What follows belongs to an exercise in optimizing a design on an open flow for small area and a short achievable clock period; a production flow would make more cautious choices. Where RTL was checked, it was by simulation tests only, not by an equivalence proof against the original. No functional check of the RTL was part of runs 5 and 6. The clock cells of runs 1 to 6 and 8 come from the design's own scripts or RTL, not from TritonCTS. The clock port is modelled as an ideal driver, which makes a skipped or thinned clock tree look cheaper than it is; a real chip needs a root buffer or a tree. Power is estimated from default activity; no workload was simulated.

==> flow/design.v <==
module jtag_pdi_sniffer (
    input  wire       clk,
    input  wire       rst,         
    input  wire       smp_valid,   
    input  wire       tms,
    input  wire       tdi,
    input  wire       tdo,
    output wire       out_valid,
    output wire [7:0] out_data,
    output wire       pdi_err
);
    localparam [3:0] S_RESET      = 4'hF,
                     S_IDLE       = 4'hC,
                     S_SELECT_DR  = 4'h7,
                     S_CAPTURE_DR = 4'h6,
                     S_SHIFT_DR   = 4'h2,
                     S_EXIT1_DR   = 4'h1,
                     S_PAUSE_DR   = 4'h3,
                     S_EXIT2_DR   = 4'h0,
                     S_UPDATE_DR  = 4'h5,
                     S_SELECT_IR  = 4'h4,
                     S_CAPTURE_IR = 4'hE,
                     S_SHIFT_IR   = 4'hA,
                     S_EXIT1_IR   = 4'h9,
                     S_PAUSE_IR   = 4'hB,
                     S_EXIT2_IR   = 4'h8,
                     S_UPDATE_IR  = 4'hD;
    reg sv, st, si, so, rr;
    always @(posedge clk) begin
        sv <= smp_valid;
        st <= tms;
        si <= tdi;
        so <= tdo;
        rr <= rst;
    end
    reg [3:0]  tap;
    reg        ir_id;      
    reg        ir_pdi;     
    reg [3:0]  irs;
    reg [31:0] dri;
    reg [31:22] dro;
    reg        par_w;      
    reg        par_r;      
    reg [3:0] tap_next;
    always @(*) begin
        case (tap)
            S_RESET:      tap_next = st ? S_RESET     : S_IDLE;
            S_IDLE:       tap_next = st ? S_SELECT_DR : S_IDLE;
            S_SELECT_DR:  tap_next = st ? S_SELECT_IR : S_CAPTURE_DR;
            S_CAPTURE_DR: tap_next = st ? S_EXIT1_DR  : S_SHIFT_DR;
            S_SHIFT_DR:   tap_next = st ? S_EXIT1_DR  : S_SHIFT_DR;
            S_EXIT1_DR:   tap_next = st ? S_UPDATE_DR : S_PAUSE_DR;
            S_PAUSE_DR:   tap_next = st ? S_EXIT2_DR  : S_PAUSE_DR;
            S_EXIT2_DR:   tap_next = st ? S_UPDATE_DR : S_SHIFT_DR;
            S_UPDATE_DR:  tap_next = st ? S_SELECT_DR : S_IDLE;
            S_SELECT_IR:  tap_next = st ? S_RESET     : S_CAPTURE_IR;
            S_CAPTURE_IR: tap_next = st ? S_EXIT1_IR  : S_SHIFT_IR;
            S_SHIFT_IR:   tap_next = st ? S_EXIT1_IR  : S_SHIFT_IR;
            S_EXIT1_IR:   tap_next = st ? S_UPDATE_IR : S_PAUSE_IR;
            S_PAUSE_IR:   tap_next = st ? S_EXIT2_IR  : S_PAUSE_IR;
            S_EXIT2_IR:   tap_next = st ? S_UPDATE_IR : S_SHIFT_IR;
            S_UPDATE_IR:  tap_next = st ? S_SELECT_DR : S_IDLE;
            default:      tap_next = st ? S_SELECT_DR : S_IDLE;
        endcase
    end
    wire commit = sv && (tap == S_UPDATE_DR);
    wire iev    = commit && ir_id;     
    wire pcm    = commit && ir_pdi;    
    reg  pev;              
    always @(posedge clk) begin
        pev <= pcm;
        if (rr) begin
            tap    <= S_RESET;
            ir_id  <= 1'b1;
            ir_pdi <= 1'b0;
            irs    <= 4'h0;
            dri    <= 32'h0;
            dro    <= 10'h0;
            par_w  <= 1'b0;
            par_r  <= 1'b0;
        end else if (sv) begin
            case (tap)
                S_RESET: begin
                    ir_id  <= 1'b1;
                    ir_pdi <= 1'b0;
                end
                S_SHIFT_DR: begin
                    dri   <= {si, dri[31:1]};
                    dro   <= {so, dro[31:23]};
                    par_w <= par_w ^ dri[31] ^ dri[22];
                    par_r <= par_r ^ dro[31] ^ dro[22];
                end
                S_SHIFT_IR:  irs <= {si, irs[3:1]};
                S_UPDATE_IR: begin
                    ir_id  <= (irs == 4'h3);
                    ir_pdi <= (irs == 4'h7);
                end
                default: ;
            endcase
            tap <= tap_next;
        end
    end
    reg        idl;        
    reg        rd;         
    reg        big;        
    reg        lds;        
    reg        cap;        
    reg [1:0]  arg;        
    reg [2:0]  kc;         
    reg [23:0] acc;        
    localparam [1:0] P_NONE = 2'd0, P_DEC = 2'd1, P_LD = 2'd2, P_CLR = 2'd3;
    reg [31:0] rg;
    reg [1:0]  ph;
    reg [1:0]  pop;        
    reg        pa;         
    reg        bw;         
    wire       enz = |rg;  
    wire       bad = rd ? par_r : par_w;
    wire [7:0] b   = rd ? dro[29:22] : dri[29:22];
    wire       act = (pop != P_NONE) && (pa || ph == 2'd0);
    wire       bin = (ph == 2'd0) || bw;
    reg  [7:0] ldb;
    always @(*) begin
        case (ph)
            2'd0:    ldb = dri[29:22];
            2'd1:    ldb = acc[7:0];
            2'd2:    ldb = acc[15:8];
            default: ldb = acc[23:16];
        endcase
    end
    reg  [7:0] nb;
    always @(*) begin
        if (!act)
            nb = rg[7:0];
        else case (pop)
            P_DEC:   nb = rg[7:0] - {7'd0, bin};
            P_LD:    nb = (ph <= arg) ? ldb : 8'd0;
            default: nb = 8'd0;
        endcase
    end
    always @(posedge clk) begin
        rg   <= {nb, rg[31:8]};
        ph   <= ph + 2'd1;
        bw   <= bin && (rg[7:0] == 8'd0);
        pa   <= act && ph != 2'd3;
        if (act && ph == 2'd3)
            pop <= P_NONE;
        if (rr) begin
            idl <= 1'b1;
            rd  <= 1'b0;
            big <= 1'b0;
            lds <= 1'b0;
            cap <= 1'b0;
            pop <= P_CLR;
            pa  <= 1'b0;
        end else if (pev) begin
            if (bad) begin
                idl <= 1'b1;
                rd  <= 1'b0;
                big <= 1'b0;
                lds <= 1'b0;
                cap <= 1'b0;
                if (big) pop <= P_CLR;
            end else if (idl) begin
                case (b[7:4])
                    4'h0: begin idl <= 1'b0; lds <= 1'b1; end   
                    4'h1: begin idl <= 1'b0; rd <= 1'b1; big <= 1'b1; end  
                    4'h2: begin idl <= 1'b0; end  
                    4'h3: begin idl <= 1'b0; big <= 1'b1; end  
                    4'h4: begin idl <= 1'b0; rd <= 1'b1; end  
                    4'h5: begin idl <= 1'b0; cap <= 1'b1; end  
                    4'h6: begin idl <= 1'b0; end  
                    4'h7: begin idl <= 1'b0; end  
                    4'hF: ;                                    
                    default: begin idl <= 1'b0; rd <= 1'b1; end  
                endcase
            end else begin
                if (kc != 3'd0) begin
                end else if (big && enz) begin
                    pop <= P_DEC;
                end else begin
                    if (cap) begin
                        pop <= P_LD;
                        cap <= 1'b0;
                    end
                    if (lds) begin
                        rd  <= 1'b1;
                        lds <= 1'b0;
                    end else begin
                        idl <= 1'b1;
                        rd  <= 1'b0;
                        big <= 1'b0;
                    end
                end
            end
        end
    end
    reg [2:0] kc_cmd;
    always @(*) begin
        case (b[7:4])
            4'h0:    kc_cmd = {1'b0, b[3:2]};                            
            4'h2:    kc_cmd = {1'b0, b[3:2]} + {1'b0, b[1:0]} + 3'd1;    
            4'h1, 4'h3, 4'h5:
                     kc_cmd = {1'b0, b[1:0]};                            
            4'h7:    kc_cmd = 3'd7;                                      
            default: kc_cmd = 3'd0;
        endcase
    end
    always @(posedge clk) begin
        if (pev && !bad) begin
            if (idl) begin
                arg <= b[1:0];
                kc  <= kc_cmd;
            end else if (kc != 3'd0) begin
                kc <= kc - 3'd1;
                if (cap) acc <= {acc[15:0], b};
            end else begin
                kc <= {1'b0, arg};
            end
        end
    end
    wire pdi_byte = pcm && !bad && !idl;
    reg       e3, e2, e1, e0;    
    reg       ep;                
    reg       ov;
    reg       perr;
    reg [7:0] od;
    always @(posedge clk) begin
        if (rr) begin
            e3 <= 1'b0; e2 <= 1'b0; e1 <= 1'b0; e0 <= 1'b0;
            ep <= 1'b0;
        end else begin
            e3 <= iev;
            e2 <= e3;
            e1 <= e2;
            e0 <= e1;
            ep <= pdi_byte;
        end
        ov   <= !rst && !rr && (iev || e3 || e2 || e1 || e0 || pdi_byte || ep);
        perr <= !rst && !rr && pev && bad;
        od <= ({8{iev}}      & 8'h10)
            | ({8{pdi_byte}} & 8'h11)
            | ({8{e3}}       & dri[31:24])
            | ({8{e2}}       & dri[23:16])
            | ({8{e1}}       & dri[15:8])
            | ({8{e0}}       & dri[7:0])
            | ({8{ep}}       & b);
    end
    assign out_valid = ov;
    assign out_data  = od;
    assign pdi_err   = perr;
endmodule
==> flow/flow/run.sh <==
#!/bin/bash
# Standard ORFS layout, except that the clock tree is built by flow/pre_cts.tcl
# (a flat tree of four clock buffers) instead of TritonCTS.
set -euo pipefail
W=$(pwd)
export PRE_CTS_TCL="$W/flow/pre_cts.tcl"
bash standard.sh finish > "$W/orfs_flow.log" 2>&1
==> flow/flow/mcts.tcl <==
proc mcts_split {items idx parts} {
  set s [lsort -integer -index $idx $items]
  set n [llength $s]
  set per [expr {double($n) / $parts}]
  set out {}
  for {set k 0} {$k < $parts} {incr k} {
    lappend out [lrange $s [expr {int(round($k * $per))}] [expr {int(round(($k + 1) * $per)) - 1}]]
  }
  return $out
}

proc mcts_centre {items} {
  set sx 0; set sy 0
  foreach s $items { set sx [expr {$sx + [lindex $s 1]}]; set sy [expr {$sy + [lindex $s 2]}] }
  return [list [expr {int($sx / [llength $items])}] [expr {int($sy / [llength $items])}]]
}

proc mcts_buffer {name master x y innet outnet} {
  set block [ord::get_db_block]
  set m [[ord::get_db] findMaster $master]
  set inst [odb::dbInst_create $block $m $name]
  $inst setLocation $x $y
  $inst setPlacementStatus PLACED
  [$inst findITerm A] connect $innet
  [$inst findITerm X] connect $outnet
  return $inst
}

proc manual_cts {cols rows leaf {top ""}} {
  set block [ord::get_db_block]
  set clknet [$block findNet clk]
  set sinks {}
  foreach it [$clknet getITerms] {
    set bb [[$it getInst] getBBox]
    lappend sinks [list $it [expr {([$bb xMin] + [$bb xMax]) / 2}] [expr {([$bb yMin] + [$bb yMax]) / 2}]]
  }
  set groups {}
  foreach col [mcts_split $sinks 1 $cols] {
    foreach g [mcts_split $col 2 $rows] { lappend groups $g }
  }
  set nl [llength $groups]
  if {$top eq ""} {
    set tops [list]
    for {set i 0} {$i < $nl} {incr i} { lappend tops [list $i] }
  } else {
    # groups are column-major; consecutive groups are neighbours
    set per [expr {$nl / 4}]
    set tops [list]
    for {set t 0} {$t < 4} {incr t} {
      set l {}
      for {set j 0} {$j < $per} {incr j} { lappend l [expr {$t * $per + $j}] }
      lappend tops $l
    }
  }
  set t 0
  foreach tl $tops {
    if {$top eq ""} {
      set drvnet $clknet
    } else {
      set drvnet [odb::dbNet_create $block "mclknet_t$t"]
      $drvnet setSigType CLOCK
      set pts {}
      foreach i $tl { lappend pts [concat [list x] [mcts_centre [lindex $groups $i]]] }
      set c [mcts_centre $pts]
      mcts_buffer "mclkbuf_t$t" $top [lindex $c 0] [lindex $c 1] $clknet $drvnet
    }
    foreach i $tl {
      set g [lindex $groups $i]
      set net [odb::dbNet_create $block "mclknet_$i"]
      $net setSigType CLOCK
      foreach s $g { set it [lindex $s 0]; $it disconnect; $it connect $net }
      set c [mcts_centre $g]
      mcts_buffer "mclkbuf_$i" $leaf [lindex $c 0] [lindex $c 1] $drvnet $net
    }
    incr t
  }
  puts "manual_cts: [llength $sinks] sinks, $nl leaf buffers ($leaf), top buffers: [expr {$top eq "" ? 0 : 4}] ($top)"
}
==> flow/flow/pre_cts.tcl <==
# Replace TritonCTS with a small balanced clock tree: the clock port drives
# four buffers, each driving two leaf buffers, each driving the registers of
# one region (see mcts.tcl).
source [file join [file dirname [info script]] mcts.tcl]
manual_cts 4 2 sky130_fd_sc_hd__buf_8 sky130_fd_sc_hd__buf_8
rename clock_tree_synthesis orig_clock_tree_synthesis
proc clock_tree_synthesis {args} {
  puts "clock_tree_synthesis: replaced by the manual clock tree"
  set_propagated_clock [all_clocks]
}
==> flow/standard.sh <==
#!/bin/bash
# synth_recipe.tcl (not shown) runs the flow's synth.tcl, then flattens the netlist and writes it again
# the make line also repeats each setting of config.mk as NAME=value (left out here)
make -C /OpenROAD-flow-scripts/flow DESIGN_CONFIG=/design/flow/config.mk WORK_HOME=/design/flow/orfs CLKGATE_MAP_FILE= SYNTH_SCRIPT=/design/flow/synth_recipe.tcl "${@:-finish}"
==> flow/config.mk <==
export PLATFORM = sky130hd
export DESIGN_NAME = jtag_pdi_sniffer
export DESIGN_NICKNAME = jtag_pdi_sniffer
export VERILOG_FILES = /design/flow/design.v
export SDC_FILE = /design/flow/constraint.sdc
export NUM_CORES = 4
export LEC_CHECK = 0
export CAP_MARGIN = 20
export CORE_MARGIN = 2
export CORE_UTILIZATION = 72
export PLACE_DENSITY = 0.8
export SETUP_SLACK_MARGIN = 4.5
export SLEW_MARGIN = 20
==> flow/constraint.sdc <==
create_clock -name core_clock -period 6.5 [get_ports {clk}]
set_input_delay 1.3000 -clock core_clock [delete_from_list [all_inputs] [get_ports {clk}]]
set_output_delay 1.3000 -clock core_clock [all_outputs]
set_load 0.01 [all_outputs]
==> run summary, run 1 <==
status=complete, no violations; final slew viol count=0; CP endpoint kind=output pin; I/O Pins=16; Peak VDD IR=205 uV; max-cap violation count=0; delay-heaviest family, CP=flip-flops; Period minus WS final=1.97 ns; Remaining Overflow, GRT=0; P_leak=2.27 nW; Yosys warning total=1; iteration count of the initial detailed-routing pass=5; Layout area overhead=7.24%; setup TNS=0 ns; vias in the first global route=between 4000 and 5000; DRT iter0 DRCs=between 300 and 400; drt wl/cell=17.9 um; pre-CTS setup slack=4.12 ns; RR Endpoint=rg[28]$_DFF_P_; largest cells by area after synthesis=dfxtp_1 (41%), edfxtp_1 (15%), nand2_1 (8.3%); RSZ-0062 raised after global routing=yes; initial antenna violation count=0; DP HPWL=8750 um; Critical Path Source Type=flop; Reg2Reg Depth=6; fin cells=707; Bufs and invs on worst path=1; slowest cell on the critical path=dfxtp_1; vias post-DR=4501; Tot Pwr=1.44 mW; ys async rst share=0; largest net degree at the start of global routing=47; RePlAce Congestion=approximately 0.9; crit path cell chain=buf_2; R2R Path Start=ph[1]$_DFF_P_; worst clock skew=0.0192 ns; core area=7770 um2; Avg Cell Area, Syn=~9.6 um2; flops & latches, synth=147; synthesized area=a little under 6000 um2; crit path capture=out_data[0]; critical path class=reg -> out; Post-Synthesis Cells=604; Hold WC Path Type=reg -> reg; final setup fails=0; Top FF cell, synth=dfxtp_1; Final ANT Viol Nets=0; first-pass GRT wire length=20700 um; Crit. Startpoint=od[0]$_DFF_P_; Worst path max stage delay=0.32 ns; Vias/cell=approximately 6.4; top-area cell type share of the netlist area=0.409; layout cell share with drive strength beyond 1=0.104; Cell Rows=32; final period utilization=0.304; Die W=93.6 um; Syn Nets=626; Nets=629; slew margin rel.=0.637; Clock Latency Late Sink=0.24 ns; I/O Buffers=15; CP required=5.20 ns; DIE AREA=8750 um2; final wirelength=12600 um; Hold-fix buffers, CTS=0; initial core utilization=0.744; number of remaining DRC errors=0; pwr dens=233 nW/um2; post-synthesis sequential area ratio=0.560; Final Hold Fails=0; diode count=0; Arr. time, crit path=0.67 ns; Fmax=506 MHz; final worst slack=4.53 ns; number of library cell types mapped by synthesis=55; Post-synth EDFFs=29; measured slew at the worst slew-check pin=0.542 ns; FF-to-FF setup slack=4.55 ns; placed insts=between 600 and 700; leading area contributor after synthesis=dfxtp_1; Worst path depth=1; Total GRT Usage=0.294; die height=93.6 um; CTS clk-pin slew, worst paths=~0.11 ns; crit path max fanout=1
worst min-delay path by stage:
| stage | start | end | slack [ns] | depth (start not counted) |
|---|---|---|---|---|
| 3_5_place_dp | rg[16]$_DFF_P_ | rg[8]$_DFF_P_ | 0.34 | 0 |
| 3_3_place_gp | rg[20]$_DFF_P_ | rg[12]$_DFF_P_ | 0.33 | 0 |
| 6_report | rg[10]$_DFF_P_ | rg[2]$_DFF_P_ | 0.34 | 0 |
| 4_1_cts | rg[16]$_DFF_P_ | rg[8]$_DFF_P_ | 0.35 | 0 |
| 2_1_floorplan | rg[8]$_DFF_P_ | rg[0]$_DFF_P_ | 0.33 | 0 |
| 5_1_grt | rg[23]$_DFF_P_ | rg[15]$_DFF_P_ | 0.36 | 0 |
power breakdown:
| group | internal (mW) | switching (mW) |
|---|---|---|
| logic | 0.0142 | 0.0176 |
| registers | 0.933 | 0.0126 |
| clock network | 0.205 | 0.259 |
| total | 1.15 | 0.290 |
area by class of cell:
cell class	instances	area [um2]
sequential	147	3250
fill	512	1570
timing repair buffer	21	149
multi-input combinational	405	2420
buffer	12	180
tap	102	128
inverter	20	75.1
Yosys cell counts, drive strengths merged (2+ instances only):
library cell,count
ha,15
a22oi,18
dfxtp,118
nand3,10
nor4,11
xnor2,3
or3,3
a211oi,2
o31ai,3
and3,2
nand2b,3
nor2b,9
nor3,5
a211o,2
o21bai,2
nor2,32
a32o,3
mux2,2
nand4,5
nor3b,2
nand2,128
o21ai,29
edfxtp,29
a32oi,4
or2,4
a222oi,8
buf,2
a311o,2
o22ai,4
mux2i,13
a31oi,5
clkbuf,31
inv,20
a21oi,63
placed cells by master (no fill, tap or decap), types with 3 or more instances in the layout:
cell type,instances
a21oi_1,63
a222oi_1,8
a22oi_1,18
a31oi_1,5
a32o_1,3
a32oi_1,4
buf_2,10
buf_4,5
buf_8,12
clkdlybuf4s50_1,5
dfxtp_1,112
dfxtp_2,4
edfxtp_1,29
ha_1,12
inv_1,18
mux2i_1,10
mux2i_2,3
nand2_1,127
nand2b_1,3
nand3_1,10
nand4_1,5
nor2_1,29
nor2b_1,7
nor3_1,4
nor4_1,8
o21ai_0,28
o22ai_1,4
o31ai_1,3
or3_1,3
xnor2_1,3
stage by stage:
step	cell area [um2]	hold slack, ns	utilization
after global routing	6190	0.358	0.797
after global placement	5980	0.335	0.769
after floorplan	5810	0.331	-
final	6190	0.340	0.797
after detailed placement	5980	0.338	0.769
after CTS	6180	0.355	0.795
layer usage:
metal	GRT usage	vias to the layer above	wire length, um
met3	0.0193	38	808
li1	-	2132	-
met1	0.412	2120	5370
met5	0	-	0
met4	0.114	0	523
met2	0.484	211	5920
worst reg2reg max path: cells and delay by family (launching register included):
kind,cells,cell delay [ns]
AOI/OAI and AO/OA,4,0.99
DFF,1,0.36
buffers and inverters,1,0.13
adders and majority gates,1,0.35
kinds of logic (layout without fill, tap and decap cells):
kind of cell / count (synthesis) / count (layout) / synth area share
AND/OR/NAND/NOR: 218 / 219 / 0.170
AO/OA/AOI/OAI: 152 / 152 / 0.167
buffers and inverters: 53 / 53 / 0.0353
multiplexers: 15 / 15 / 0.0271
adder cells (fa/ha/maj): 16 / 16 / 0.0360
flip-flops: 147 / 147 / 0.560
XOR/XNOR: 3 / 3 / 0.00455
flip-flops by register name, summed over array words and instances (netlist names), 2 cells and up:
signal and count:
kc 3, pop 2, rg 32, acc 24
ph 2, tap 4, dro 10, dri 32
od 8, arg 2, irs 4
what timing repair did:
| action | 4_1_cts | 5_1_grt |
|---|---|---|
| setup endpoints to repair | 53 | 27 |
| setup buffers | 3 | 0 |
| cloned | 1 | 0 |
| pin swaps | 2 | 2 |
| gates resized for setup | 51 | 8 |
==> run 2: changes to the inputs <==
--- a/flow/config.mk
+++ b/flow/config.mk
@@ -5,9 +5,9 @@
 export SDC_FILE = /design/flow/constraint.sdc
 export NUM_CORES = 4
 export LEC_CHECK = 0
-export CAP_MARGIN = 20
+export CAP_MARGIN = 5
 export CORE_MARGIN = 2
 export CORE_UTILIZATION = 72
 export PLACE_DENSITY = 0.8
 export SETUP_SLACK_MARGIN = 4.5
-export SLEW_MARGIN = 20
+export SLEW_MARGIN = 5
==> run summary, run 2 <==
status=complete, no violations; core area=7770 um2 (unchanged); initial core utilization=0.744 (unchanged); wire length on met1=5370 um (unchanged); Avg Cell Area, Syn=9.56 um2 (unchanged); Hold WC Path Type=reg -> reg; largest cells by area after synthesis=dfxtp_1 (41%), edfxtp_1 (15%), nand2_1 (8.3%); commonest cells in the netlist=nand2_1 (127), dfxtp_1 (118), a21oi_1 (63); Cell Rows=32 (unchanged); post-layout util=0.797 (unchanged); iteration count of the initial detailed-routing pass=5 (unchanged); Fmax=506 MHz (unchanged); Remaining Overflow, GRT=0 (unchanged); Peak VDD IR=205 uV (unchanged); crit path max fanout=1 (unchanged); flops & latches, synth=147 (unchanged); most frequent cells in the layout=nand2_1 (127), dfxtp_1 (112), a21oi_1 (63); hold path start=rg[10]$_DFF_P_; max-cap violation count=0 (unchanged); worst clock skew=0.0192 ns (unchanged); first-pass GRT wire length=20700 um (unchanged); vias post-DR=4501 (unchanged); Min Hold Slack=0.340 ns (unchanged); initial antenna violation count=0 (unchanged); RSZ-0062 raised after global routing=yes; R2R Path Start=ph[1]$_DFF_P_; layout cell share with drive strength beyond 1=0.104 (unchanged); Tot Pwr=1.44 mW (unchanged); P_leak=2.27 nW (unchanged); die height=93.6 um (unchanged); metal3 WL=808 um (unchanged); Critical Path Source Type=flop; Total GRT Usage=0.294 (unchanged); number of remaining DRC errors=0 (unchanged); diode count=0 (unchanged); metal2 WL=5920 um (unchanged); Post-DP Area=5980 um2 (unchanged); DRT iter0 DRCs=397 (unchanged); most common cell after layout, fill and taps aside=nand2_1; final setup fails=0 (unchanged); DP HPWL=8750 um (unchanged); top-area cell type share of the netlist area=0.409 (unchanged); final period utilization=0.304 (unchanged); post-synthesis sequential area ratio=0.560 (unchanged); critical path class=reg -> out; final slew viol count=0 (unchanged); Syn Nets=626 (unchanged); Die W=93.6 um (unchanged); CP required=5.20 ns (about the same); RePlAce Congestion=0.902 (unchanged); Hold-fix buffers, CTS=0 (unchanged); top layer reached by signal wires=met4; drt wl/cell=17.9 um (unchanged); placed insts=691 (unchanged); pwr dens=233 nW/um2 (unchanged); Post-synth EDFFs=29 (unchanged); DIE AREA=8750 um2 (unchanged); Bufs and invs on worst path=1 (unchanged); synthesized area=5780 um2 (unchanged); final wirelength=12600 um (unchanged); Crit. Startpoint=od[0]$_DFF_P_; CP endpoint kind=output pin; Clock Latency Late Sink=0.24 ns (about the same); count leader, synth=nand2_1; Final Hold Fails=0 (unchanged); fin cells=707 (unchanged); I/O Pins=16 (unchanged); slowest cell on the critical path=dfxtp_1; largest net degree at the start of global routing=47 (unchanged); Worst path max stage delay=0.32 ns (about the same); final worst slack=4.53 ns (unchanged); Vias/cell=6.37 (unchanged); delay-heaviest family, CP=flip-flops; I/O Buffers=15 (unchanged); Largest regs=dri x32, rg x32, acc x24; CTS clk-pin slew, worst paths=0.11 ns (about the same); Final ANT Viol Nets=0 (unchanged); measured slew at the worst slew-check pin=0.542 ns (unchanged); Nets=629 (unchanged); slew margin rel.=0.637 (unchanged); Post-Synthesis Cells=604 (unchanged); Yosys warning total=1 (unchanged); number of library cell types mapped by synthesis=55 (unchanged); setup TNS=0 ns (unchanged); Period minus WS final=1.97 ns (unchanged); Top FF cell, synth=dfxtp_1; Arr. time, crit path=0.67 ns (about the same); vias in the first global route=4291 (unchanged); Layout area overhead=7.24% (unchanged); ys async rst share=0 (unchanged); crit path cell chain=buf_2; leading area contributor after synthesis=dfxtp_1; pre-CTS setup slack=4.12 ns (unchanged); Design Area, Final=6190 um2 (unchanged)
==> run 2: per-layer routing <==
layer / vias to the layer above / track usage
met2: 211 / 0.484
met4: 0 / 0.114
met5: - / 0
li1: 2132 / -
met3: 38 / 0.0193
met1: 2120 / 0.412
==> run 2: area by class of cell <==
class | instances | area, um2
Tap cell | 102 | 128
Timing Repair Buffer | 21 | 149
Buffer | 12 | 180
Fill cell | 512 | 1570
Multi-Input combinational cell | 405 | 2420
Inverter | 20 | 75.1
Sequential cell | 147 | 3250
==> run 2: where the power goes <==
group | leakage [nW] | switching (mW) | internal, mW
Sequential | 1.16 | 0.0126 | 0.933
Combinational | 1.02 | 0.0176 | 0.0142
Clock | 0.0890 | 0.259 | 0.205
==> run 2: worst paths after layout <==
| path | cells after the start | end | slack, ns |
|---|---|---|---|
| worst max-delay path | 1 | out_data[0] | 4.53 |
| worst min-delay path | 0 | rg[2]$_DFF_P_ | 0.34 |
| worst max register to register | 6 | rg[28]$_DFF_P_ | 4.55 |
| worst min register to register | 0 | rg[2]$_DFF_P_ | 0.34 |
==> run 2: cell families (layout without fill, tap and decap cells) <==
kind of cell | after synthesis | in the layout | share of synthesized area
AND/OR/NAND/NOR | 218 | 219 | 0.170
AO/OA/AOI/OAI | 152 | 152 | 0.167
flip-flops | 147 | 147 | 0.560
buffers and inverters | 53 | 53 | 0.0353
adder cells (fa/ha/maj) | 16 | 16 | 0.0360
multiplexers | 15 | 15 | 0.0271
XOR/XNOR | 3 | 3 | 0.00455
==> run 2: worst reg2reg max path: cells and delay by family, from the launching register on <==
family / cells / cell delay (ns)
buffers and inverters: 1 / 0.13
flip-flops: 1 / 0.36
AO/OA/AOI/OAI: 4 / 0.99
adder cells (fa/ha/maj): 1 / 0.35
==> run 2: what timing repair did <==
item | 4_1_cts | 5_1_grt
pin swaps | 2 | 2
gates resized for setup | 51 | 8
endpoints found under the setup margin | 53 | 27
buffers inserted | 3 | 0
cloned | 1 | 0
==> run 3: changes to the inputs <==
==> flow/config.mk (replaced) <==
export PLATFORM = sky130hd
export DESIGN_NAME = jtag_pdi_sniffer
export DESIGN_NICKNAME = jtag_pdi_sniffer
export VERILOG_FILES = /design/flow/design.v
export SDC_FILE = /design/flow/constraint.sdc
export NUM_CORES = 4
export LEC_CHECK = 0
export CAP_MARGIN = 20
export CORE_MARGIN = 2
export CORE_UTILIZATION = 69
export PLACE_DENSITY = 0.78
export SETUP_SLACK_MARGIN = 4.5
export SLEW_MARGIN = 20
==> run summary, run 3 <==
status=complete, no violations; Die W=95.5 um (+2.1%); diode count=0 (unchanged); slowest cell on the critical path=dfxtp_1; post-layout util=0.766 (-0.0309); Top FF cell, synth=dfxtp_1; DP HPWL=8700 um (-0.48%); CP required=5.20 ns (about the same); I/O Pins=16 (unchanged); Post-Synthesis Cells=604 (unchanged); P_leak=2.28 nW (+0.53%); Yosys warning total=1 (unchanged); CP endpoint kind=output pin; measured slew at the worst slew-check pin=0.505 ns (-0.0374 ns); Arr. time, crit path=0.69 ns (+0.02 ns); critical path class=reg -> out; Bufs and invs on worst path=1 (unchanged); pwr dens=231 nW/um2 (-0.64%); synthesized area=5780 um2 (unchanged); Remaining Overflow, GRT=0 (unchanged); Hold WC Path Type=reg -> reg; flops & latches, synth=147 (unchanged); R2R Path Start=ph[0]$_DFF_P_; ys async rst share=0 (unchanged); iteration count of the initial detailed-routing pass=7 (+2); vias in the first global route=4216 (-1.7%); Cell Rows=33 (+3.1%); delay-heaviest family, CP=flip-flops; first-pass GRT wire length=20700 um (about the same); Avg Cell Area, Syn=9.56 um2 (unchanged); crit path max fanout=1 (unchanged); final slew viol count=0 (unchanged); RR Endpoint=rg[27]$_DFF_P_; placed insts=694 (+0.43%); layout cell share with drive strength beyond 1=0.115 (+0.0112); vias post-DR=4451 (-1.1%); I/O Buffers=15 (unchanged); final wirelength=12600 um (-0.12%); core area=8180 um2 (+5.3%); initial core utilization=0.706 (-0.0371); most common cell after layout, fill and taps aside=nand2_1; leading area contributor after synthesis=dfxtp_1; most frequent cells in the layout=nand2_1 (127), dfxtp_1 (106), a21oi_1 (63); Nets=631 (+0.32%); crit path cell chain=buf_2; final period utilization=0.306 (+0.00188); Design Area, Final=6270 um2 (+1.2%); number of library cell types mapped by synthesis=55 (unchanged); setup TNS=0 ns (unchanged); Critical Path Source Type=flop; count leader, synth=nand2_1; hold path start=rg[9]$_DFF_P_; Period minus WS final=1.99 ns (+0.0122 ns); RePlAce Congestion=0.857 (-4.9%); FF-to-FF setup slack=4.55 ns (about the same); Vias/cell=6.25 (-1.8%); Post-synth EDFFs=29 (unchanged); Final ANT Viol Nets=0 (unchanged); Hold-fix buffers, CTS=0 (unchanged); fin cells=712 (+0.71%); CTS clk-pin slew, worst paths=0.11 ns (about the same); Largest regs=dri x32, rg x32, acc x24; top-area cell type share of the netlist area=0.409 (unchanged); RSZ-0062 raised after global routing=yes; gr busiest metal=met2; DRT iter0 DRCs=346 (-13%); final setup fails=0 (unchanged); initial antenna violation count=0 (unchanged); Hold Path End=rg[1]$_DFF_P_; largest net degree at the start of global routing=47 (unchanged); worst clock skew=0.0180 ns (-0.00123 ns); drt wl/cell=17.7 um (-0.82%); Peak VDD IR=245 uV (+19%); met2 usage=0.484 (-0.000844); M1 GR Usage=0.390 (-0.0219); DIE AREA=9120 um2 (+4.2%); Total GRT Usage=0.285 (-0.00888); Final Hold Fails=0 (unchanged); met3 Use GR=0.0253 (+0.00596); Layout area overhead=8.49%; post-synthesis sequential area ratio=0.560 (unchanged); largest cells by area after synthesis=dfxtp_1 (41%), edfxtp_1 (15%), nand2_1 (8.3%); Post-DP Area=5980 um2 (about the same); commonest cells in the netlist=nand2_1 (127), dfxtp_1 (118), a21oi_1 (63); number of remaining DRC errors=0 (unchanged); pre-CTS setup slack=4.06 ns (-0.0638 ns); Reg2Reg Depth=6 (unchanged); Worst path max stage delay=0.33 ns (about the same); Fmax=503 MHz (-0.62%); Clock Latency Late Sink=0.24 ns (about the same); max-cap violation count=0 (unchanged); slew margin rel.=0.662 (+0.0250); final worst slack=4.51 ns (-0.0122 ns); die height=95.5 um (+2.1%); Syn Nets=626 (unchanged); worst hold path stage count=0 (unchanged)
-- run 3: changes by cell type in the layout (fill, tap and decap cells not counted), moves of 3 or more --
cell     before  now
buf_2        10    5
dfxtp_2       4   11
buf_4         5    8
dfxtp_1     112  106
buf_6         1    5
-- run 3: repair_timing --
item,in CTS,in global routing
resized for setup,55,15
buffers inserted,3,2
pin swaps,2,2
setup endpoints to repair,50,41
gates cloned,1,0
-- run 3: logic make-up (layout without fill, tap and decap cells) --
logic type                 Yosys count  after routing  synth area share
and+or+nand+nor                    218            219             0.170
adders and majority gates           16             16            0.0360
buffers and inverters               53             55            0.0353
muxes                               15             15            0.0271
xor gates and xnor gates             3              3           0.00455
DFF                                147            147             0.560
AOI/OAI and AO/OA                  152            152             0.167
-- run 3: final cells by class --
class / instances / area (um2)
Sequential cell: 147 / 3250
Multi-Input combinational cell: 405 / 2430
Fill cell: 594 / 1910
Timing Repair Buffer: 23 / 191
Buffer: 12 / 180
Tap cell: 105 / 131
Inverter: 20 / 77.6
-- run 3: through the flow --
| step | power (mW) | hold slack [ns] |
|---|---|---|
| after floorplan | 0.987 | 0.331 |
| after global placement | 0.996 | 0.336 |
| after detailed placement | 0.998 | 0.337 |
| after CTS | 1.46 | 0.348 |
| after global routing | 1.49 | 0.359 |
| final | 1.45 | 0.345 |
-- run 3: layer usage --
| layer | vias to the layer above | wire length, um |
|---|---|---|
| li1 | 2137 | - |
| met2 | 173 | 6120 |
| met4 | 0 | 406 |
| met3 | 32 | 728 |
| met1 | 2109 | 5360 |
| met5 | - | 0 |
-- run 3: how the worst max path moves through the flow --
stage	from	to	slack [ns]	depth (start not counted)
after floorplan	ph[0]$_DFF_P_	rg[30]$_DFF_P_	4.47	9
after CTS	od[5]$_DFF_P_	out_data[5]	4.50	1
after global placement	rd$_SDFFE_PP0P_	acc[18]$_DFFE_PP_	4.14	3
after detailed placement	rd$_SDFFE_PP0P_	acc[10]$_DFFE_PP_	4.06	3
after global routing	rg[2]$_DFF_P_	rd$_SDFFE_PP0P_	4.48	6
final	od[3]$_DFF_P_	out_data[3]	4.51	1
-- run 3: power breakdown --
group	internal [mW]	switching, mW	total, mW
Clock	0.205	0.265	0.470
Sequential	0.933	0.0140	0.947
Combinational	0.0147	0.0170	0.0317
Total	1.15	0.296	1.45
==> run 4: changes to the inputs <==
--- a/flow/config.mk
+++ b/flow/config.mk
@@ -7,7 +7,7 @@
 export LEC_CHECK = 0
 export CAP_MARGIN = 20
 export CORE_MARGIN = 2
-export CORE_UTILIZATION = 69
-export PLACE_DENSITY = 0.78
+export CORE_UTILIZATION = 75
+export PLACE_DENSITY = 0.82
 export SETUP_SLACK_MARGIN = 4.5
 export SLEW_MARGIN = 20
==> run summary, run 4 <==
status=complete, no violations; Total GRT Usage=0.312 (+0.0270); most frequent cells in the layout=nand2_1 (126), dfxtp_1 (107), a21oi_1 (63); Clock Latency Late Sink=0.25 ns (about the same); Reg2Reg Depth=8 (+2); I/O Pins=16 (unchanged); diode count=0 (unchanged); measured slew at the worst slew-check pin=0.729 ns (+0.225 ns); Worst path depth=1 (unchanged); CP required=5.20 ns (about the same); die height=91.8 um (-3.9%); Hold WC Path Type=reg -> reg; iteration count of the initial detailed-routing pass=7 (unchanged); slew margin rel.=0.514 (-0.149); pre-CTS setup slack=4.07 ns (+0.00938 ns); drt wl/cell=19.1 um (+8.1%); first-pass GRT wire length=21400 um (+3.5%); Vias/cell=6.53 (+4.5%); Worst path max stage delay=0.33 ns (about the same); number of remaining DRC errors=0 (unchanged); initial antenna violation count=0 (unchanged); Hold Path End=rg[2]$_DFF_P_; RSZ-0062 raised after global routing=yes; Period minus WS final=1.98 ns (-0.00307 ns); Avg Cell Area, Syn=9.56 um2 (unchanged); Final Hold Fails=0 (unchanged); RePlAce Congestion=0.905 (+5.6%); leading area contributor after synthesis=dfxtp_1; crit path cell chain=buf_2; Nets=629 (-0.32%); DIE AREA=8420 um2 (-7.7%); commonest cells in the netlist=nand2_1 (127), dfxtp_1 (118), a21oi_1 (63); Peak VDD IR=220 uV (-10%); Syn Nets=626 (unchanged); Post-Synthesis Cells=604 (unchanged); Critical Path Source Type=flop; critical path class=reg -> out; most common cell after layout, fill and taps aside=nand2_1; P_leak=2.28 nW (-0.27%); vias in the first global route=4350 (+3.2%); crit path max fanout=1 (unchanged); Yosys warning total=1 (unchanged); largest net degree at the start of global routing=70 (+49%); Post-synth EDFFs=29 (unchanged); largest cells by area after synthesis=dfxtp_1 (41%), edfxtp_1 (15%), nand2_1 (8.3%); Fmax=504 MHz (+0.15%); hold path start=rg[10]$_DFF_P_; Cell Rows=31 (-6.1%); CP endpoint kind=output pin; delay-heaviest family, CP=flip-flops; vias post-DR=4599 (+3.3%); final setup fails=0 (unchanged); DRT iter0 DRCs=511 (+48%); final period utilization=0.305 (-0.000472); count leader, synth=nand2_1; slowest cell on the critical path=dfxtp_1; FF-to-FF setup slack=4.53 ns (-0.02 ns); flops & latches, synth=147 (unchanged); top-area cell type share of the netlist area=0.409 (unchanged); Remaining Overflow, GRT=0 (unchanged); pwr dens=230 nW/um2 (-0.50%); Die W=91.8 um (-3.9%); CTS clk-pin slew, worst paths=0.11 ns (about the same); Tot Pwr=1.44 mW (-0.46%); worst hold path stage count=0 (unchanged); worst clock skew=0.0371 ns (+0.0191 ns); number of library cell types mapped by synthesis=55 (unchanged); Hold-fix buffers, CTS=0 (unchanged); Final ANT Viol Nets=0 (unchanged); layout cell share with drive strength beyond 1=0.124 (+0.00865); core area=7370 um2 (-9.9%); ys async rst share=0 (unchanged); initial core utilization=0.784 (+0.0772); final wirelength=13500 um (+6.9%); max-cap violation count=0 (unchanged); R2R Path Start=ph[1]$_DFF_P_; post-synthesis sequential area ratio=0.560 (unchanged); DP HPWL=8870 um (+1.9%); Layout area overhead=8.54% (about the same); setup TNS=0 ns (unchanged); Bufs and invs on worst path=1 (unchanged); I/O Buffers=15 (unchanged); RR Endpoint=rg[30]$_DFF_P_; Top FF cell, synth=dfxtp_1; final slew viol count=0 (unchanged); final worst slack=4.52 ns (+0.00307 ns); Largest regs=dri x32, rg x32, acc x24; synthesized area=5780 um2 (unchanged); Arr. time, crit path=0.68 ns (about the same)
==> run 4: kinds of logic (layout without fill, tap and decap cells) <==
kind of cell | Yosys count | in the layout | synth area share
flops | 147 | 147 | 0.560
simple gates | 218 | 219 | 0.170
mux | 15 | 15 | 0.0271
compound gates | 152 | 152 | 0.167
fa+ha+maj | 16 | 16 | 0.0360
xor+xnor | 3 | 3 | 0.00455
buf+inv | 53 | 53 | 0.0353
==> run 4: report_power, final <==
part | leakage, nW | internal (mW) | switching (mW) | total (mW)
logic | 1.02 | 0.0141 | 0.0129 | 0.0271
clock network | 0.0890 | 0.205 | 0.260 | 0.465
registers | 1.17 | 0.933 | 0.0182 | 0.951
==> run 4: how the worst max path moves through the flow <==
stage                                    to  slack (ns)       startpoint
after global placement    acc[20]$_DFFE_PP_        4.15  rd$_SDFFE_PP0P_
after floorplan              rg[30]$_DFF_P_        4.47    ph[0]$_DFF_P_
after global routing         rg[31]$_DFF_P_        4.47    ph[1]$_DFF_P_
final                           out_data[7]        4.52    od[7]$_DFF_P_
after CTS                   kc[1]$_DFFE_PP_        4.47  rd$_SDFFE_PP0P_
after detailed placement  acc[11]$_DFFE_PP_        4.07  rd$_SDFFE_PP0P_
==> run 4: timing repair <==
| item | CTS | global route |
|---|---|---|
| pin swaps | 2 | 6 |
| gates cloned | 1 | 0 |
| gates resized for setup | 53 | 28 |
| setup endpoints to repair | 53 | 32 |
| setup buffers | 3 | 1 |
==> run 4: area by class of cell <==
cell class                 instances  area (um2)
inverter                          20        75.1
tap                               99         124
buffer                            12         180
multi-input combinational        405        2470
sequential                       147        3250
timing repair buffer              21         164
fill                             410        1100
==> run 4: through the flow <==
stage          instance area [um2]   util  instances  hold slack, ns
4_1_cts                       6160  0.836        703           0.332
3_3_place_gp                  5970  0.810        687           0.333
5_1_grt                       6270  0.851        704           0.342
3_5_place_dp                  5970  0.810        687           0.339
2_1_floorplan                 5810      -        604           0.331
6_report                      6270  0.851        704           0.321
==> run 4: layer usage <==
metal | track usage | vias to the layer above | share of wire
li1 | - | 2137 | -
met1 | 0.427 | 2174 | 0.41
met2 | 0.542 | 242 | 0.49
met3 | 0.0247 | 46 | 0.070
met4 | 0.0846 | 0 | 0.033
met5 | 0 | - | 0
==> run 5: changes to the inputs <==
--- a/flow/design.v
+++ b/flow/design.v
@@ -25,14 +25,11 @@
                      S_PAUSE_IR   = 4'hB,
                      S_EXIT2_IR   = 4'h8,
                      S_UPDATE_IR  = 4'hD;
-    reg sv, st, si, so, rr;
-    always @(posedge clk) begin
-        sv <= smp_valid;
-        st <= tms;
-        si <= tdi;
-        so <= tdo;
-        rr <= rst;
-    end
+    wire sv = smp_valid;
+    wire st = tms;
+    wire si = tdi;
+    wire so = tdo;
+    wire rr = rst;
     reg [3:0]  tap;
     reg        ir_id;      
     reg        ir_pdi;     
@@ -236,8 +233,8 @@
             e0 <= e1;
             ep <= pdi_byte;
         end
-        ov   <= !rst && !rr && (iev || e3 || e2 || e1 || e0 || pdi_byte || ep);
-        perr <= !rst && !rr && pev && bad;
+        ov   <= !rr && (iev || e3 || e2 || e1 || e0 || pdi_byte || ep);
+        perr <= !rr && pev && bad;
         od <= ({8{iev}}      & 8'h10)
             | ({8{pdi_byte}} & 8'h11)
             | ({8{e3}}       & dri[31:24])
==> flow/flow/pre_cts.tcl (replaced) <==
# Replace TritonCTS with a small balanced clock tree: the clock port drives
# four buffers, each driving two leaf buffers, each driving the registers of
# one region (see mcts.tcl).
source [file join [file dirname [info script]] mcts.tcl]
manual_cts 4 2 sky130_fd_sc_hd__buf_12 sky130_fd_sc_hd__buf_8
rename clock_tree_synthesis orig_clock_tree_synthesis
proc clock_tree_synthesis {args} {
  puts "clock_tree_synthesis: replaced by the manual clock tree"
  set_propagated_clock [all_clocks]
}
--- a/flow/config.mk
+++ b/flow/config.mk
@@ -7,7 +7,7 @@
 export LEC_CHECK = 0
 export CAP_MARGIN = 20
 export CORE_MARGIN = 2
-export CORE_UTILIZATION = 75
-export PLACE_DENSITY = 0.82
-export SETUP_SLACK_MARGIN = 4.5
+export CORE_UTILIZATION = 65
+export PLACE_DENSITY = 0.75
+export SETUP_SLACK_MARGIN = 4.6
 export SLEW_MARGIN = 20
==> run summary, run 5 <==
DRT iter0 DRCs=371 (-27%); diode count=0 (unchanged); Nets=645 (+2.5%); Top FF cell, synth=dfxtp_1; max-cap violation count=0 (unchanged); final setup fails=0 (unchanged); Layout area overhead=20.1%; XOR/XNOR Fraction of Synth Area=0.00309 (-0.00145); initial core utilization=0.659 (-0.125); iteration count of the initial detailed-routing pass=7 (unchanged); crit path cell chain=buf_12 -> nand2_4 -> buf_4 -> nor2_4 -> buf_6 -> clkbuf_16 -> nand2_1 -> a21oi_1; DIE AREA=9470 um2 (+12%); most frequent cells in the layout=nand2_1 (107), dfxtp_1 (105), a21oi_1 (56); Avg Cell Area, Syn=9.43 um2 (-1.3%); first-pass GRT wire length=21700 um (+1.5%); Bufs and invs on worst path=4 (+3); RSZ-0062 raised after global routing=yes; number of library cell types mapped by synthesis=55 (unchanged); Critical Path Source Type=input pin; Cell Rows=34 (+9.7%); Post-DP Area=5880 um2 (-1.5%); main combinational cell family by area after synthesis=simple AND/OR/NAND/NOR gates; post-synthesis sequential area ratio=0.553 (-0.00630); Clock Latency Late Sink=0.24 ns (about the same); measured slew at the worst slew-check pin=0.522 ns (-0.207 ns); ys async rst share=0 (unchanged); Peak VDD IR=199 uV (-9.6%); final slew viol count=0 (unchanged); final period utilization=0.324 (+0.0183); Final Hold Fails=0 (unchanged); Crit. Startpoint=smp_valid; leading area contributor after synthesis=dfxtp_1; largest cells by area after synthesis=dfxtp_1 (40%), edfxtp_1 (15%), nand2_1 (8.0%); vias post-DR=4595 (-0.087%); critical path class=in -> reg; crit path max fanout=5 (+4); Period minus WS final=2.10 ns (+0.119 ns); Post-synth EDFFs=29 (unchanged); layout cell share with drive strength beyond 1=0.195 (+0.0709); DP HPWL=8340 um (-6.0%); number of remaining DRC errors=0 (unchanged); Fmax=476 MHz (-5.7%); delay-heaviest family, CP=buffers and inverters; Yosys warning total=1 (unchanged); setup TNS=0 ns (unchanged); fillers=558 (+36%); hold path start=rg[21]$_DFF_P_; Design Area, Final=6800 um2 (+8.4%); Synth Area in Compound Gates=0.167 (about the same); CTS clk-pin slew, worst paths=0.08 ns (-0.03 ns); multiplexer share of the synthesized area=0.0250 (-0.00210); Largest regs=dri x32, rg x32, acc x24; R2R Path Start=rd$_SDFFE_PP0P_; CP endpoint kind=flop; synthesized area=5660 um2 (-2.0%); commonest cells in the netlist=nand2_1 (120), dfxtp_1 (113), a21oi_1 (66); Worst path max stage delay=0.17 ns (-0.16 ns); Vias/cell=6.30 (-3.5%); Post-Synthesis Cells=600 (-0.66%); Simple-Gate Fraction of Synth Area=0.176 (+0.00524); I/O Pins=16 (unchanged); slowest cell on the critical path=nor2_4; Final ANT Viol Nets=0 (unchanged); Remaining Overflow, GRT=0 (unchanged); RePlAce Congestion=0.884 (-2.3%); Syn Nets=622 (-0.64%); die height=97.3 um (+6.1%); Arr. time, crit path=2.27 ns (+1.59 ns); largest net degree at the start of global routing=64 (-8.6%); Total GRT Usage=0.277 (-0.0351); vias in the first global route=4322 (-0.64%); Die W=97.3 um (+6.1%); final wirelength=14200 um (+5.0%); slew margin rel.=0.651 (+0.137); pwr dens=219 nW/um2 (-5.0%); worst clock skew=0.0169 ns (-0.0202 ns); Hold WC Path Type=reg -> reg; post-synthesis adder-cell area fraction=0.0367 (+0.000731); drt wl/cell=19.4 um (+1.4%); core area=8590 um2 (+17%); top-area cell type share of the netlist area=0.400 (-0.00937); status=complete, no violations; CP required=6.66 ns (+1.46 ns); most common cell after layout, fill and taps aside=nand2_1; P_leak=2.48 nW (+9.0%); count leader, synth=nand2_1; I/O Buffers=15 (unchanged); initial antenna violation count=0 (unchanged); flops & latches, synth=142 (-3.4%)
==> run 5: metrics by stage <==
stage | util | setup slack, ns | power (mW) | instances | hold slack [ns]
after floorplan | - | 4.18 | 0.954 | 600 | 0.331
after global placement | 0.684 | 3.39 | 0.960 | 691 | 0.334
after detailed placement | 0.684 | 3.35 | 0.961 | 691 | 0.341
after CTS | 0.763 | 4.38 | 1.49 | 718 | 0.348
after global routing | 0.791 | 4.37 | 1.52 | 729 | 0.354
final | 0.791 | 4.40 | 1.49 | 729 | 0.336
==> run 5: metal layers <==
layer  GRT usage  vias up  wire [um]  share of wire
met5           0        -          0              0
met4      0.0887        0        595          0.042
met3      0.0252       53        960          0.068
met2       0.484      203       7020           0.50
met1       0.368     2179       5580           0.39
li1            -     2160          -              -
==> run 5: worst register-to-register path, stage by stage, from the launching register on <==
cell and delay (ns):
dfxtp_4 0.47, mux2i_4 0.32, ha_2 0.22, fa_1 0.42, a21oi_2 0.13, a21oi_1 0.07
o22ai_1 0.18
==> run 5: kinds of logic (layout without fill, tap and decap cells) <==
family                   after synthesis  in the layout
AO/OA/AOI/OAI                        153            153
XOR/XNOR                               2              2
adder cells (fa/ha/maj)               16             16
buffers and inverters                 57             78
flip-flops                           142            142
multiplexers                          14             14
AND/OR/NAND/NOR                      216            216
==> run 5: worst paths after layout <==
check | end | slack [ns] | depth (start not counted)
worst min-delay path | rg[13]$_DFF_P_ | 0.34 | 0
worst max-delay path | dro[26]$_SDFFE_PP0P_ | 4.40 | 8
worst max register to register | kc[1]$_DFFE_PP_ | 4.52 | 6
worst min register to register | rg[13]$_DFF_P_ | 0.34 | 0
==> run 5: where the power goes <==
| group | internal (mW) | total (mW) | switching [mW] |
|---|---|---|---|
| logic | 0.0170 | 0.0388 | 0.0217 |
| clock network | 0.263 | 0.537 | 0.274 |
| registers | 0.901 | 0.910 | 0.00910 |
| total | 1.18 | 1.49 | 0.305 |
==> run 5: what timing repair did <==
item	4_1_cts	5_1_grt
pin swaps	26	19
gates resized for setup	125	31
gates cloned	5	3
hold buffers	0	0
setup buffers	10	8
setup endpoints to repair	116	99
==> run 5: area by class of cell <==
cell class                      instances  area, um2  share of cell area
Buffer                                 12        220              0.0324
Inverter                               22       82.6              0.0122
Multi-Input combinational cell        401       2630               0.387
Sequential cell                       142       3150               0.464
Tap cell                              108        135              0.0199
Timing Repair Buffer                   44        576              0.0847
==> run 6: changes to the inputs <==
--- a/flow/design.v
+++ b/flow/design.v
@@ -25,11 +25,14 @@
                      S_PAUSE_IR   = 4'hB,
                      S_EXIT2_IR   = 4'h8,
                      S_UPDATE_IR  = 4'hD;
-    wire sv = smp_valid;
-    wire st = tms;
-    wire si = tdi;
-    wire so = tdo;
+    reg sv, st, si, so;
     wire rr = rst;
+    always @(posedge clk) begin
+        sv <= smp_valid;
+        st <= tms;
+        si <= tdi;
+        so <= tdo;
+    end
     reg [3:0]  tap;
     reg        ir_id;      
     reg        ir_pdi;     
==> flow/flow/pre_cts.tcl (replaced) <==
# Replace TritonCTS with a small balanced clock tree: the clock port drives
# four buffers, each driving two leaf buffers, each driving the registers of
# one region (see mcts.tcl).
source [file join [file dirname [info script]] mcts.tcl]
manual_cts 4 2 sky130_fd_sc_hd__buf_8 sky130_fd_sc_hd__buf_8
rename clock_tree_synthesis orig_clock_tree_synthesis
proc clock_tree_synthesis {args} {
  puts "clock_tree_synthesis: replaced by the manual clock tree"
  set_propagated_clock [all_clocks]
}
--- a/flow/config.mk
+++ b/flow/config.mk
@@ -7,7 +7,7 @@
 export LEC_CHECK = 0
 export CAP_MARGIN = 20
 export CORE_MARGIN = 2
-export CORE_UTILIZATION = 65
-export PLACE_DENSITY = 0.75
-export SETUP_SLACK_MARGIN = 4.6
+export CORE_UTILIZATION = 72
+export PLACE_DENSITY = 0.8
+export SETUP_SLACK_MARGIN = 4.5
 export SLEW_MARGIN = 20
==> run summary, run 6 <==
status=complete, no violations; Tot Pwr=1.44 mW (-3.1%); largest net degree at the start of global routing=67 (+4.7%); DIE AREA=8770 um2 (-7.4%); number of library cell types mapped by synthesis=55 (unchanged); measured slew at the worst slew-check pin=0.526 ns (+0.00416 ns); layout cell share with drive strength beyond 1=0.110 (-0.0845); Final Hold Fails=0 (unchanged); final period utilization=0.319 (-0.00488); CTS clk-pin slew, worst paths=0.10 ns (+0.02 ns); slew margin rel.=0.646 (-0.00530); top-area cell type share of the netlist area=0.405 (+0.00529); Peak VDD IR=201 uV (+0.92%); worst hold path stage count=0 (unchanged); Fmax=483 MHz (+1.5%); DP HPWL=8540 um (+2.4%); Vias/cell=6.35 (+0.68%); M1 GR Usage=0.388 (+0.0191); Avg Cell Area, Syn=9.44 um2 (about the same); core area=7770 um2 (-9.6%); Layout area overhead=8.93%; Total GRT Usage=0.285 (+0.00767); Flop pwr share=0.651 (+0.039); Reg2Reg Depth=9 (+3); RSZ-0062 raised after global routing=yes; Remaining Overflow, GRT=0 (unchanged); worst clock skew=0.0129 ns (-0.00409 ns); clock power share=0.326 (-0.036); vias post-DR=4563 (-0.70%); I/O Buffers=15 (unchanged); setup TNS=0 ns (unchanged); Final ANT Viol Nets=0 (unchanged); initial antenna violation count=2 (+2); pwr dens=228 nW/um2 (+4.5%); Top FF cell, synth=dfxtp_1; final setup fails=0 (unchanged); final slew viol count=0 (unchanged); count leader, synth=nand2_1; Post-Synthesis Cells=613 (+2.2%); ys async rst share=0 (unchanged); Clock Latency Late Sink=0.24 ns (about the same); flops & latches, synth=146 (+2.8%); crit path max fanout=4 (-1); Post-DP Area=6010 um2 (+2.2%); Syn Nets=635 (+2.1%); number of remaining DRC errors=0 (unchanged); largest cells by area after synthesis=dfxtp_1 (40%), edfxtp_1 (15%), nand2_1 (8.0%); gr busiest metal=met2; vias in the first global route=4199 (-2.8%); final wirelength=12800 um (-9.7%); leading area contributor after synthesis=dfxtp_1; max-cap violation count=0 (unchanged); met2 usage=0.496 (+0.0124); hold path start=rg[24]$_DFF_P_; Largest regs=dri x32, rg x32, acc x24; die height=93.6 um (-3.8%); switch share=0.203 (-0.00202); Crit. Startpoint=ph[0]$_DFF_P_; Hold WC Path Type=reg -> reg; P_sw=0.292 mW (-4.1%); Critical Path Source Type=flop; Nets=640 (-0.78%); RePlAce Congestion=0.889 (+0.52%); Arr. time, crit path=2.19 ns (-0.08 ns); fillers=468 (-16%); iteration count of the initial detailed-routing pass=5 (-2); DRT iter0 DRCs=421 (+13%); first-pass GRT wire length=20300 um (-6.3%); initial core utilization=0.745 (+0.0860); commonest cells in the netlist=nand2_1 (123), dfxtp_1 (117), a21oi_1 (67); Design Area, Final=6300 um2 (-7.3%); Cell Rows=32 (-5.9%); critical path class=reg -> reg; post-synthesis sequential area ratio=0.555 (+0.00199); synthesized area=5780 um2 (+2.2%); combinational power share=0.023 (-0.003); R2R Path Start=ph[0]$_DFF_P_; drt wl/cell=17.8 um (-8.4%); Yosys warning total=1 (unchanged); CP required=6.62 ns (-0.04 ns); I/O Pins=16 (unchanged); met3 Use GR=0.0274 (+0.00222); Post-synth EDFFs=29 (unchanged); cell internal pwr=1.15 mW (-2.9%); Period minus WS final=2.07 ns (-0.0317 ns); most frequent cells in the layout=nand2_1 (123), dfxtp_1 (109), a21oi_1 (66); CP endpoint kind=flop; Die W=93.6 um (-3.8%); P_leak=2.31 nW (-6.8%); most common cell after layout, fill and taps aside=nand2_1
==> run 6: worst paths after layout <==
path | endpoint | slack, ns
setup / recovery | rg[31]$_DFF_P_ | 4.43
hold / removal | rg[16]$_DFF_P_ | 0.35
setup reg to reg | rg[31]$_DFF_P_ | 4.43
hold reg to reg | rg[16]$_DFF_P_ | 0.35
==> run 6: power by group through the flow <==
stage / combinational (mW) / clock [mW] / sequential (mW)
after floorplan: 0.0301 / 0 / 0.952
after global routing: 0.0375 / 0.503 / 0.938
final: 0.0328 / 0.469 / 0.937
after global placement: 0.0301 / 0 / 0.958
after CTS: 0.0322 / 0.472 / 0.937
after detailed placement: 0.0315 / 0 / 0.958
==> run 6: cells by family (layout without fill, tap and decap cells) <==
| group | Yosys count | after routing | synth area share |
|---|---|---|---|
| flip-flops | 146 | 146 | 0.555 |
| XOR/XNOR | 2 | 2 | 0.00303 |
| multiplexers | 12 | 12 | 0.0214 |
| other | 0 | 1 | 0 |
| AND/OR/NAND/NOR | 223 | 223 | 0.174 |
| AO/OA/AOI/OAI | 159 | 159 | 0.171 |
| buffers and inverters | 55 | 58 | 0.0396 |
| adder cells (fa/ha/maj) | 16 | 16 | 0.0359 |
==> run 6: per-layer routing <==
metal,wire length (um),part of all wire
met5,0,0
met4,370,0.029
met3,886,0.069
met2,6340,0.50
met1,5190,0.41
==> run 6: area by class of cell <==
cell class,instances,area [um2],share of cell area
Sequential cell,146,3230,0.513
Timing Repair Buffer,27,211,0.0336
Multi-Input combinational cell,412,2470,0.393
Buffer,12,180,0.0286
Tap cell,102,128,0.0203
Antenna cell,1,2.50,0.000397
Inverter,19,73.8,0.0117
==> run 6: critical path, stage by stage (launching register included) <==
cell and delay (ns):
dfxtp_4 0.37, inv_4 0.05, ha_4 0.16, or2_4 0.24, ha_4 0.17, nor3b_4 0.16, nand2_1 0.09, mux2_4 0.31
a32o_1 0.20, a22o_1 0.20
==> run 6: timing repair <==
item,in CTS,in global routing
buffers inserted,4,4
pin swaps,2,2
gates resized for setup,54,16
hold buffers,0,0
endpoints found under the setup margin,46,37
==> run 6: through the flow <==
stage           util  instances  worst slack, ns  hold WS [ns]
2_1_floorplan      -        613             4.35         0.331
5_1_grt        0.811        718             4.39         0.358
6_report       0.811        719             4.43         0.349
4_1_cts        0.801        714             4.41         0.348
3_5_place_dp   0.773        698             4.01         0.339
3_3_place_gp   0.773        698             4.05         0.336
==> run 7: changes to the inputs <==
--- a/flow/design.v
+++ b/flow/design.v
@@ -25,13 +25,13 @@
                      S_PAUSE_IR   = 4'hB,
                      S_EXIT2_IR   = 4'h8,
                      S_UPDATE_IR  = 4'hD;
-    reg sv, st, si, so;
-    wire rr = rst;
+    reg sv, st, si, so, rr;
     always @(posedge clk) begin
         sv <= smp_valid;
         st <= tms;
         si <= tdi;
         so <= tdo;
+        rr <= rst;
     end
     reg [3:0]  tap;
     reg        ir_id;      
@@ -236,8 +236,8 @@
             e0 <= e1;
             ep <= pdi_byte;
         end
-        ov   <= !rr && (iev || e3 || e2 || e1 || e0 || pdi_byte || ep);
-        perr <= !rr && pev && bad;
+        ov   <= !rst && !rr && (iev || e3 || e2 || e1 || e0 || pdi_byte || ep);
+        perr <= !rst && !rr && pev && bad;
         od <= ({8{iev}}      & 8'h10)
             | ({8{pdi_byte}} & 8'h11)
             | ({8{e3}}       & dri[31:24])
--- a/flow/flow/mcts.tcl
+++ b/flow/flow/mcts.tcl
@@ -22,7 +22,7 @@
   $inst setLocation $x $y
   $inst setPlacementStatus PLACED
   [$inst findITerm A] connect $innet
-  [$inst findITerm X] connect $outnet
+  [$inst findITerm [expr {[string match "*inv*" $master] ? "Y" : "X"}]] connect $outnet
   return $inst
 }
 
==> flow/flow/pre_cts.tcl (replaced) <==
# Replace TritonCTS with a small balanced clock tree: the clock port drives
# four inverters, each driving two leaf inverters, each driving the registers
# of one region (see mcts.tcl).  Two inversions: the registers see clk.
source [file join [file dirname [info script]] mcts.tcl]
manual_cts 4 2 sky130_fd_sc_hd__inv_8 sky130_fd_sc_hd__inv_4
rename clock_tree_synthesis orig_clock_tree_synthesis
proc clock_tree_synthesis {args} {
  puts "clock_tree_synthesis: replaced by the manual clock tree"
  set_propagated_clock [all_clocks]
}
==> run summary, run 7 <==
Post-CTS Repair Setup Buffers=7 (+3); Resized cells post-CTS=107 (+98%); main combinational cell family by area after synthesis=simple AND/OR/NAND/NOR gates; top-area cell type share of the netlist area=0.409 (+0.00408); commonest cells in the netlist=nand2_1 (127), dfxtp_1 (118), a21oi_1 (63); Post-synth EDFFs=29 (unchanged); Cell Rows=32 (unchanged); Synth Area in Compound Gates=0.167 (-0.00386); I/O Pins=16 (unchanged); flops & latches, synth=147 (+0.68%); pre-CTS setup slack=4.12 ns (+0.111 ns); largest cells by area after synthesis=dfxtp_1 (41%), edfxtp_1 (15%), nand2_1 (8.3%); status=did not finish; count leader, synth=nand2_1; Avg Cell Area, Syn=9.56 um2 (+1.3%); initial core utilization=0.744 (-0.00113); ys async rst share=0 (unchanged); Hold-fix buffers, CTS=0 (unchanged); Yosys warning total=1 (unchanged); leading area contributor after synthesis=dfxtp_1; Simple-Gate Fraction of Synth Area=0.170 (-0.00342); Post-Synthesis Cells=604 (-1.5%); Exit stage=clock tree synthesis; Post-DP Area=5980 um2 (-0.48%); multiplexer share of the synthesized area=0.0271 (+0.00567); number of library cell types mapped by synthesis=55 (unchanged); synthesized area=5780 um2 (-0.15%); post-synthesis sequential area ratio=0.560 (+0.00431); Syn Nets=626 (-1.4%); Run Error=[ERROR DPL-0038] Utilization greater than 100%, impossible to legalize; post-synthesis adder-cell area fraction=0.0360 (+0.0000545); Die W=93.6 um (about the same); die height=93.6 um (about the same); DP HPWL=8750 um (+2.4%); RePlAce Congestion=0.902 (+1.4%); I/O Buffers=15 (unchanged); XOR/XNOR Fraction of Synth Area=0.00455 (+0.00152); Top FF cell, synth=dfxtp_1
[run 7: cell types whose count changed after synthesis, sizes merged, moves of 3 or more]
| cell | previous run | this run |
|---|---|---|
| a32oi | 1 | 4 |
| and2 | 4 | 1 |
| a21oi | 67 | 63 |
| clkbuf | 26 | 31 |
| o21a | 5 | 1 |
| mux2i | 9 | 13 |
| nand3 | 15 | 10 |
| a2bb2oi | 4 | 0 |
| nand2b | 6 | 3 |
| buf | 10 | 2 |
| nand2 | 123 | 128 |
[run 7: power by group through the flow]
stage                     clock network [mW]  logic, mW  registers (mW)
after detailed placement                   0     0.0312           0.967
after global placement                     0     0.0295           0.966
after floorplan                            0     0.0277           0.960
[run 7: worst max-delay path by stage]
stage | startpoint | endpoint | slack (ns) | cells past startpoint
after global placement | rd$_SDFFE_PP0P_ | acc[11]$_DFFE_PP_ | 4.15 | 3
after detailed placement | rd$_SDFFE_PP0P_ | acc[19]$_DFFE_PP_ | 4.12 | 3
after floorplan | ph[0]$_DFF_P_ | rg[30]$_DFF_P_ | 4.47 | 9
[run 7: through the flow]
stage / instances / power, mW / hold slack [ns]
2_1_floorplan: 604 / 0.987 / 0.331
3_3_place_gp: 691 / 0.996 / 0.335
3_5_place_dp: 691 / 0.998 / 0.338
[run 7: cell families after synthesis]
family          after synthesis
xor+xnor                      3
flops                       147
fa+ha+maj                    16
simple gates                218
compound gates              152
buf+inv                      53
mux                          15
==> run 8: changes to the inputs <==
--- a/flow/flow/pre_cts.tcl
+++ b/flow/flow/pre_cts.tcl
@@ -3,6 +3,12 @@
 # of one region (see mcts.tcl).  Two inversions: the registers see clk.
 source [file join [file dirname [info script]] mcts.tcl]
 manual_cts 4 2 sky130_fd_sc_hd__inv_8 sky130_fd_sc_hd__inv_4
+# cts.tcl next clones clock inverters next to each register; the tree is
+# already complete, so that step is skipped too.
+rename repair_clock_inverters orig_repair_clock_inverters
+proc repair_clock_inverters {args} {
+  puts "repair_clock_inverters: skipped, the manual clock tree is complete"
+}
 rename clock_tree_synthesis orig_clock_tree_synthesis
 proc clock_tree_synthesis {args} {
   puts "clock_tree_synthesis: replaced by the manual clock tree"
==> run summary, run 8 <==
status=complete, no violations; hold path start=rg[10]$_DFF_P_; first-pass GRT wire length=20500 um; initial antenna violation count=0; Layout area overhead=6.26%; drt wl/cell=17.6 um; Fmax=506 MHz; switch share=0.249; R2R Path Start=rg[4]$_DFF_P_; post-synthesis sequential area ratio=0.560 (unchanged); max-cap violation count=0; layout cell share with drive strength beyond 1=0.106; P_leak=2.24 nW; RSZ-0062 raised after global routing=yes; final wirelength=12400 um; number of library cell types mapped by synthesis=55 (unchanged); P_sw=between 0.3 and 0.4 mW; Crit. Startpoint=od[1]$_DFF_P_; Critical Path Source Type=flop; CP required=5.20 ns; metal2 WL=between 5000 and 6000 um; Top FF cell, synth=dfxtp_1; Final Hold Fails=0; Cell Rows=32 (unchanged); cell internal pwr=1.01 mW; final slew viol count=0; Design Area, Final=6140 um2; flops & latches, synth=147 (unchanged); largest net degree at the start of global routing=47; Arr. time, crit path=0.68 ns; Final ANT Viol Nets=0; setup TNS=0 ns; slew margin rel.=0.611; iteration count of the initial detailed-routing pass=6; DIE AREA=approximately 9000 um2; vias post-DR=around 4500; RePlAce Congestion=0.902 (unchanged); synthesized area=5780 um2 (unchanged); fillers=525; slowest cell on the critical path=dfxtp_1; number of remaining DRC errors=0; I/O Buffers=15 (unchanged); pwr dens=between 200 and 250 nW/um2; leading area contributor after synthesis=dfxtp_1; Hold WC Path Type=reg -> reg; Clock Latency Late Sink=0.15 ns; DP HPWL=8750 um (unchanged); core area=7770 um2; initial core utilization=0.744 (unchanged); ys async rst share=0 (unchanged); Flop pwr share=0.707; die height=93.6 um (unchanged); Post-DP Area=5980 um2 (unchanged); combinational power share=0.024; most common cell after layout, fill and taps aside=nand2_1; final period utilization=0.304; Syn Nets=626 (unchanged); Post-synth EDFFs=29 (unchanged); wire length on met1=between 5000 and 6000 um; count leader, synth=nand2_1; most frequent cells in the layout=nand2_1 (127), dfxtp_1 (110), a21oi_1 (63); Avg Cell Area, Syn=9.56 um2 (unchanged); Die W=93.6 um (unchanged); metal3 WL=744 um; I/O Pins=16 (unchanged); largest cells by area after synthesis=dfxtp_1 (41%), edfxtp_1 (15%), nand2_1 (8.3%); Post-Synthesis Cells=604 (unchanged); Remaining Overflow, GRT=0; Yosys warning total=1 (unchanged); commonest cells in the netlist=nand2_1 (127), dfxtp_1 (118), a21oi_1 (63); top-area cell type share of the netlist area=0.409 (unchanged)
## run 8: cell counts after synthesis
Identical to the previous run, type by type.
## run 8: kinds of logic (layout without fill, tap and decap cells)
| group | count (synthesis) | count (layout) | share of synthesized area |
|---|---|---|---|
| xor+xnor | 3 | 3 | 0.00455 |
| simple gates | 218 | 219 | 0.170 |
| compound gates | 152 | 152 | 0.167 |
| fa+ha+maj | 16 | 16 | 0.0360 |
| mux | 15 | 15 | 0.0271 |
| flops | 147 | 147 | 0.560 |
| buf+inv | 53 | 53 | 0.0353 |
## run 8: layout make-up
type                    count  area [um2]  share of cell area
multi-input cells         405        2410               0.393
flip-flops and latches    147        3250               0.529
well taps                 102         128              0.0208
repair buffers             21         159              0.0259
inverters                  32         190              0.0310
## run 8: metal layers
| metal | vias up | track usage |
|---|---|---|
| met4 | 0 | 0.0930 |
| met2 | 191 | 0.492 |
| met1 | 2111 | 0.406 |
| met3 | 29 | 0.0185 |
| met5 | - | 0 |
| li1 | 2131 | - |
## run 8: worst reg2reg max path: cells and delay by family (launching register included)
| family | cells | cell delay (ns) |
|---|---|---|
| flops | 1 | 0.39 |
| compound gates | 3 | 0.75 |
| simple gates | 3 | 0.74 |
## run 8: power groups by stage
stage | logic (mW) | clock network [mW] | registers (mW)
after floorplan | 0.0277 | 0 | 0.960
after global placement | 0.0295 | 0 | 0.966
after detailed placement | 0.0312 | 0 | 0.967
after CTS | 0.0315 | 0.368 | 0.945
after global routing | 0.0358 | 0.397 | 0.947
final | 0.0317 | 0.361 | 0.945
## run 8: per-stage QoR
stage          hold WS (ns)  setup slack, ns  cells  utilization  power (mW)
2_1_floorplan         0.331             4.47    604            -       0.987
3_3_place_gp          0.335             4.15    691        0.769       0.996
3_5_place_dp          0.338             4.12    691        0.769       0.998
4_1_cts               0.348             4.50    707        0.793        1.34
5_1_grt               0.360             4.48    707        0.790        1.38
6_report              0.337             4.52    707        0.790        1.34
## run 8: what timing repair did
| action | in CTS | in global routing |
|---|---|---|
| cloned | 1 | 0 |
| setup endpoints to repair | 53 | 35 |
| endpoints found under the hold margin | 0 | 0 |
| pin swaps | 3 | 1 |
| resized for setup | 32 | 22 |
| setup buffers | 3 | 0 |
| hold buffers | 0 | 0 |
## run 8: final timing paths
kind / endpoint / slack (ns) / depth (start not counted)
hold reg to reg: rg[2]$_DFF_P_ / 0.34 / 0
hold / removal: rg[2]$_DFF_P_ / 0.34 / 0
setup reg to reg: rd$_SDFFE_PP0P_ / 4.53 / 6
setup / recovery: out_data[1] / 4.52 / 1
